Background: an optimization exercise with open tools, aiming at small area, a short achievable clock period and few clock cycles. Do not read the settings as production practice. RTL that was checked went through simulation tests only; none was proved equivalent to the original. Power figures rest on the tool's default switching activity, not on a simulated workload.

## t1_codec
module t1_codec (
    input  wire        clk,
    input  wire        rst,
    input  wire        tx_in_valid,
    output wire        tx_in_ready,
    input  wire [7:0]  tx_in_data,
    input  wire        tx_in_crc,
    output wire        tx_out_valid,
    input  wire        tx_out_ready,
    output wire [7:0]  tx_out_data,
    output wire        tx_out_last,
    input  wire        rx_in_valid,
    output wire        rx_in_ready,
    input  wire [7:0]  rx_in_data,
    input  wire        rx_in_crc,
    input  wire        rx_ns_slave,
    input  wire        rx_ns_master,
    input  wire        rx_orig_chained,
    input  wire [7:0]  rx_last_tx_pcb,
    output wire        rx_data_valid,
    input  wire        rx_data_ready,
    output wire [7:0]  rx_data,
    output wire        rx_stat_valid,
    input  wire        rx_stat_ready,
    output wire [7:0]  rx_stat_nad,
    output wire [7:0]  rx_stat_pcb,
    output wire [7:0]  rx_stat_len,
    output wire [1:0]  rx_stat_kind,
    output wire [15:0] rx_stat_cksum,
    output wire [2:0]  rx_stat_code
);
Size in the first run: ~680 cells after synthesis, ~130 flip-flops, about 0.0071 sq mm of cells after synthesis.
Settings: LEC_CHECK=0, CAP_MARGIN=20, CORE_MARGIN=2, CORE_UTILIZATION=40, SLEW_MARGIN=20; clock period 4.0 ns.
run.sh (not shown) runs the stock make flow with config.mk's settings and CLKGATE_MAP_FILE= SYNTH_SCRIPT=/design/flow/synth_recipe.tcl, a recipe that flattens the netlist after the stock synthesis.
The baseline completed without violations.
Edit:
--- a/flow/config.mk
+++ b/flow/config.mk
@@ -7,0 +8 @@
+export ABC_CLOCK_PERIOD_IN_PS = 1500
@@ -10,0 +12 @@
+export SETUP_SLACK_MARGIN = 2.3
What happened:
- maximum frequency goes up by about 50%
- sequential share of layout area came out lower by 8.0 points
- critical path depth increases by 4
- power rose by about 7%
- non-clock buffer count came out higher by 165
- setup slack gains 1.0 ns
- die area stays the same
- combinational power rises by 75%
- wire length came out higher by about 30%
No functional check of the RTL was part of any run of this note.

## build 93
t1_codec, a different RTL version from the one above (not shown whole).
Size: about 110 flip-flops.
## t1_codec
module t1_codec (
    input  wire        clk,
    input  wire        rst,
    input  wire        tx_in_valid,
    output wire        tx_in_ready,
    input  wire [7:0]  tx_in_data,
    input  wire        tx_in_crc,
    output wire        tx_out_valid,
    input  wire        tx_out_ready,
    output wire [7:0]  tx_out_data,
    output wire        tx_out_last,
    input  wire        rx_in_valid,
    output wire        rx_in_ready,
    input  wire [7:0]  rx_in_data,
    input  wire        rx_in_crc,
    input  wire        rx_ns_slave,
    input  wire        rx_ns_master,
    input  wire        rx_orig_chained,
    input  wire [7:0]  rx_last_tx_pcb,
    output wire        rx_data_valid,
    input  wire        rx_data_ready,
    output wire [7:0]  rx_data,
    output wire        rx_stat_valid,
    input  wire        rx_stat_ready,
    output wire [7:0]  rx_stat_nad,
    output wire [7:0]  rx_stat_pcb,
    output wire [7:0]  rx_stat_len,
    output wire [1:0]  rx_stat_kind,
    output wire [15:0] rx_stat_cksum,
    output wire [2:0]  rx_stat_code
);
export LEC_CHECK = 0
export ABC_AREA = 1
export CAP_MARGIN = 20
export CORE_MARGIN = 2
export CORE_UTILIZATION = 40
export SETUP_SLACK_MARGIN = 2.0
export SLEW_MARGIN = 20
export BUFFER_PORTS_ARGS = -buffer_cell sky130_fd_sc_hd__buf_1
export CTS_ARGS = -sink_clustering_enable -repair_clock_nets -dont_use_dummy_load -sink_clustering_size 30 -sink_clustering_max_diameter 80 -buf_list {sky130_fd_sc_hd__clkbuf_4 sky130_fd_sc_hd__clkbuf_8}
create_clock -name core_clock -period 4.0 [get_ports {clk}]
standard.sh (not shown) runs the stock make flow with config.mk's settings and CLKGATE_MAP_FILE= SYNTH_SCRIPT=/design/flow/synth_recipe.tcl, a recipe that flattens the netlist after the stock synthesis.
==> flow/flow/run.sh <==
#!/bin/bash
# The standard layout, with: plain buffers on the ports; sizing free to
# change a cell's footprint; a clock tree of larger clusters of small
# clock buffers without dummy loads; and an area-oriented ABC mapping
# script (flow/abc_area.script) in place of ORFS's (ABC_AREA is set).
# Everything else, registers included, is the standard synthesis and flow.
set -euo pipefail
here=$(pwd)
rm -rf "$here/scripts"
cp -r "$FLOW_HOME/scripts" "$here/scripts"
cp "$here/flow/abc_area.script" "$here/scripts/abc_area.script"
cat >> config.mk <<'MK'
export BUFFER_PORTS_ARGS = -buffer_cell sky130_fd_sc_hd__buf_1
export CTS_ARGS = -sink_clustering_enable -repair_clock_nets -dont_use_dummy_load -sink_clustering_size 30 -sink_clustering_max_diameter 80 -buf_list {sky130_fd_sc_hd__clkbuf_4 sky130_fd_sc_hd__clkbuf_8}
MK
bash standard.sh MATCH_CELL_FOOTPRINT=0 SCRIPTS_DIR="$here/scripts" finish > standard.log 2>&1
==> flow/flow/abc_area.script <==
strash
dch -f
map -D 1000
topo
stime -c
buffer -c
upsize -c
dnsize -c
Build 93 completed every stage of the flow, and the final layout passed the timing, design-rule and antenna checks.
Testbench counts of build 93, summed over its fixed seeds: cycles 17,575.
The following lists how build 77 was set up differently from build 93:
- changing SETUP_SLACK_MARGIN from 2.0 to 2.2
==> flow/flow/abc_area.script <==
strash
dch -f
amap
topo
stime -c
buffer -c
upsize -c
dnsize -c
Changes observed in build 77 relative to build 93: number of vias in the routed layout grew by 1079; number of placed cells counting well taps shrank by 34. Relative to build 93, global routing usage summed across all routing layers has increased by 4.7 points in build 77. Compared with build 93, build 77 shows a lower cell area after synthesis. Delta (build 77 minus build 93): worst setup slack went down; worst clock skew lower. Sort build 93 and build 77 by number of buffer and inverter instances along the worst setup path, ascending, and build 93 comes first. Build 93 was smaller in final cell area than build 77. Build 93 → build 77: total of plain and repair buffers excluding clock buffers shows an increase of 128; maximum ir drop on the vdd rail shows an increase of about 30%.
#### Input delta (build 23 over build 77)
- a change of SETUP_SLACK_MARGIN from 2.2 to 1.95
diff --git a/flow/flow/run.sh b/flow/flow/run.sh
--- a/flow/flow/run.sh
+++ b/flow/flow/run.sh
@@ -4 +4 @@
-# clock buffers without dummy loads; and an area-oriented ABC mapping
+# clock buffers without dummy loads; and an delay-constrained (map -D), area-recovering ABC mapping
==> flow/flow/abc_area.script <==
strash
dch -f
map -D 1000
topo
stime -c
buffer -c
upsize -c
dnsize -c
==> comparison <==
- Changes observed in build 23 relative to build 77: die area up 4.5%; met2 track demand over resource down 9.4 points; fraction of the cycle the final worst path needs down 10 points; delay of the slowest critical-path stage down 370 ps.
- Diff build 77 and build 23: portion of netlist area occupied by mux cells higher in build 23
- Run comparison: build 23 beginning of the critical path rx_data_ready; build 77 beginning of the critical path u_rx.h[5]
- Hold slack on build 23 is down relative to build 77.
- Build 23 gives less number of vias per cell than build 77 did.
- The critical-path cell with the highest stage delay comes out sky130_fd_sc_hd__buf_2 in one run and sky130_fd_sc_hd__nor4_1 in the other, namely in build 23 and build 77 respectively.
- Number of standard cells in the layout, taps in and fillers out (higher): build 77
- Sort build 77 and build 23 by non-clock buffer count, ascending, and build 23 comes first.
Relative to build 23, the following input files were edited for build 25:
- SETUP_SLACK_MARGIN changed from 1.95 to 1.9
Findings:
Max shortest period the worst path allows across build 23 and build 25: build 25
Side by side, overall power after layout turned out lower in build 25 than in build 23.
Build 25 has completed all stages; timing, DRC and antenna checks passed.
Per the comparison of build 25 with build 23, total number of nets in the final design shows no meaningful change, area added between synthesis and finish moved down.
Detailed-route via count: build 25 < build 23
Compared with build 23, build 25 shows internal power lower by 0.33%.

== lane 1 ==
Another version of the RTL of t1_codec (not shown whole).
For scale: about 130 flip-flops, about 100 I/O pins.
==> flow/design.v (excerpt) <==
module t1_codec (
    input  wire        clk,
    input  wire        rst,
    input  wire        tx_in_valid,
    output wire        tx_in_ready,
    input  wire [7:0]  tx_in_data,
    input  wire        tx_in_crc,
    output wire        tx_out_valid,
    input  wire        tx_out_ready,
    output wire [7:0]  tx_out_data,
    output wire        tx_out_last,
    input  wire        rx_in_valid,
    output wire        rx_in_ready,
    input  wire [7:0]  rx_in_data,
    input  wire        rx_in_crc,
    input  wire        rx_ns_slave,
    input  wire        rx_ns_master,
    input  wire        rx_orig_chained,
    input  wire [7:0]  rx_last_tx_pcb,
    output wire        rx_data_valid,
    input  wire        rx_data_ready,
    output wire [7:0]  rx_data,
    output wire        rx_stat_valid,
    input  wire        rx_stat_ready,
    output wire [7:0]  rx_stat_nad,
    output wire [7:0]  rx_stat_pcb,
    output wire [7:0]  rx_stat_len,
    output wire [1:0]  rx_stat_kind,
    output wire [15:0] rx_stat_cksum,
    output wire [2:0]  rx_stat_code
);
Settings: LEC_CHECK=0, ABC_AREA=1, CAP_MARGIN=20, CORE_MARGIN=2, CORE_UTILIZATION=40, SETUP_SLACK_MARGIN=2.0, SLEW_MARGIN=20, BUFFER_PORTS_ARGS=-buffer_cell sky130_fd_sc_hd__buf_2, CTS_ARGS=-sink_clustering_enable -repair_clock_nets -dont_use_dummy_load -sink_clustering_size 30 -sink_clustering_max_diameter 80 -buf_list {sky130_fd_sc_hd__clkbuf_4 sky130_fd_sc_hd__clkbuf_8}; clock period 4.0 ns.
==> flow/flow/run.sh <==
#!/bin/bash
# The standard layout, with plain buffers on the ports, sizing free to
# change a cell's footprint, and a clock tree of fewer, larger clusters
# without dummy loads.
set -euo pipefail
cat >> config.mk <<'MK'
export BUFFER_PORTS_ARGS = -buffer_cell sky130_fd_sc_hd__buf_2
export CTS_ARGS = -sink_clustering_enable -repair_clock_nets -dont_use_dummy_load -sink_clustering_size 30 -sink_clustering_max_diameter 80 -buf_list {sky130_fd_sc_hd__clkbuf_4 sky130_fd_sc_hd__clkbuf_8}
MK
bash standard.sh MATCH_CELL_FOOTPRINT=0 finish > standard.log 2>&1
Lane 1 reached the final stage; the timing, design-rule and antenna checks on its layout passed.
Testbench counts of lane 1, summed over its fixed seeds: cycles 17,575.
Setup changes, lane 1 to lane 2
Settings: BUFFER_PORTS_ARGS removed (was -buffer_cell sky130_fd_sc_hd__buf_2); ABC_AREA removed (was 1); SETUP_SLACK_MARGIN changed from 2.0 to 1.7; CTS_ARGS removed (was -sink_clustering_enable -repair_clock_nets -dont_use_dummy_load -sink_clustering_size 30 -sink_clustering_max_diameter 80 -buf_list {sky130_fd_sc_hd__clkbuf_4 sky130_fd_sc_hd__clkbuf_8}).
==> flow/run.sh (new file) <==
#!/bin/bash
# synth_recipe.tcl (not shown) runs the flow's synth.tcl, then flattens the netlist and writes it again
# the make line also repeats each setting of config.mk as NAME=value (left out here)
make -C /OpenROAD-flow-scripts/flow DESIGN_CONFIG=/design/flow/config.mk WORK_HOME=/design/flow/orfs CLKGATE_MAP_FILE= SYNTH_SCRIPT=/design/flow/synth_recipe.tcl finish
removed: flow/flow/run.sh
removed: flow/standard.sh
Per the final summary, lane 2 finished and its layout is clean on timing, DRC and antenna.
Clock buffer and inverter area fraction after layout in lane 2 is 3.5 points higher than in lane 1
Lane 2 vs lane 1 on critical path depth in cells: lane 2 is the lower one.
Met1 track demand over resource: lane 2 vs lane 1 down 0.61 points
A commonest non-fill, non-tap cell in the layout of sky130_fd_sc_hd__clkdlybuf4s50_1 is what lane 2 shows, while sky130_fd_sc_hd__nand2_1 belongs to lane 1.

==> afterwards: timing with drivers on the ports <==
No port has a modelled driver above. Below, the same layouts with a new extraction and two added sets of constraints.
Step 1: set_driving_cell puts a clkbuf_16 on clk and a buf_2 on each other input, an assumption about the parent block.
Step 2 times the ports against the registers' clock, not the clock port: input delays grow and output delays shrink by t, the midpoint of the rising clock arrivals with the driver on.
Slacks: no drivers / after step 1 / after step 2; pairs: no drivers / after step 1.
run	shift t [ns]	setup slack, ns	worst hold slack (ns)	slew at the worst register clock pin (ns)
the first run of note 1	0.460	0.846 / 0.801 / 0.957	0.511 / 0.511 / 0.511	0.06 / 0.06
the second run of note 1	0.465	1.894 / 1.893 / 1.438	0.519 / 0.519 / 0.519	0.06 / 0.06
build 93	0.406	1.959 / 1.934 / 1.689	0.467 / 0.467 / 0.467	0.12 / 0.12
build 77	0.417	1.562 / 1.562 / 1.438	0.505 / 0.505 / 0.505	0.12 / 0.12
build 23	0.412	1.967 / 1.934 / 1.704	0.479 / 0.479 / 0.479	0.11 / 0.11
build 25	0.412	1.941 / 1.915 / 1.637	0.475 / 0.475 / 0.475	0.11 / 0.11
lane 1	0.468	2.057 / 2.018 / 1.645	0.478 / 0.478 / 0.478	0.09 / 0.09
lane 2	0.463	1.726 / 1.686 / 1.274	0.484 / 0.484 / 0.484	0.06 / 0.06
After both steps setup and hold are still met in every run listed. For the second run of note 1, which loses most, drivers alone change the setup slack by -0.001 ns; drivers and shift together by -0.456 ns.
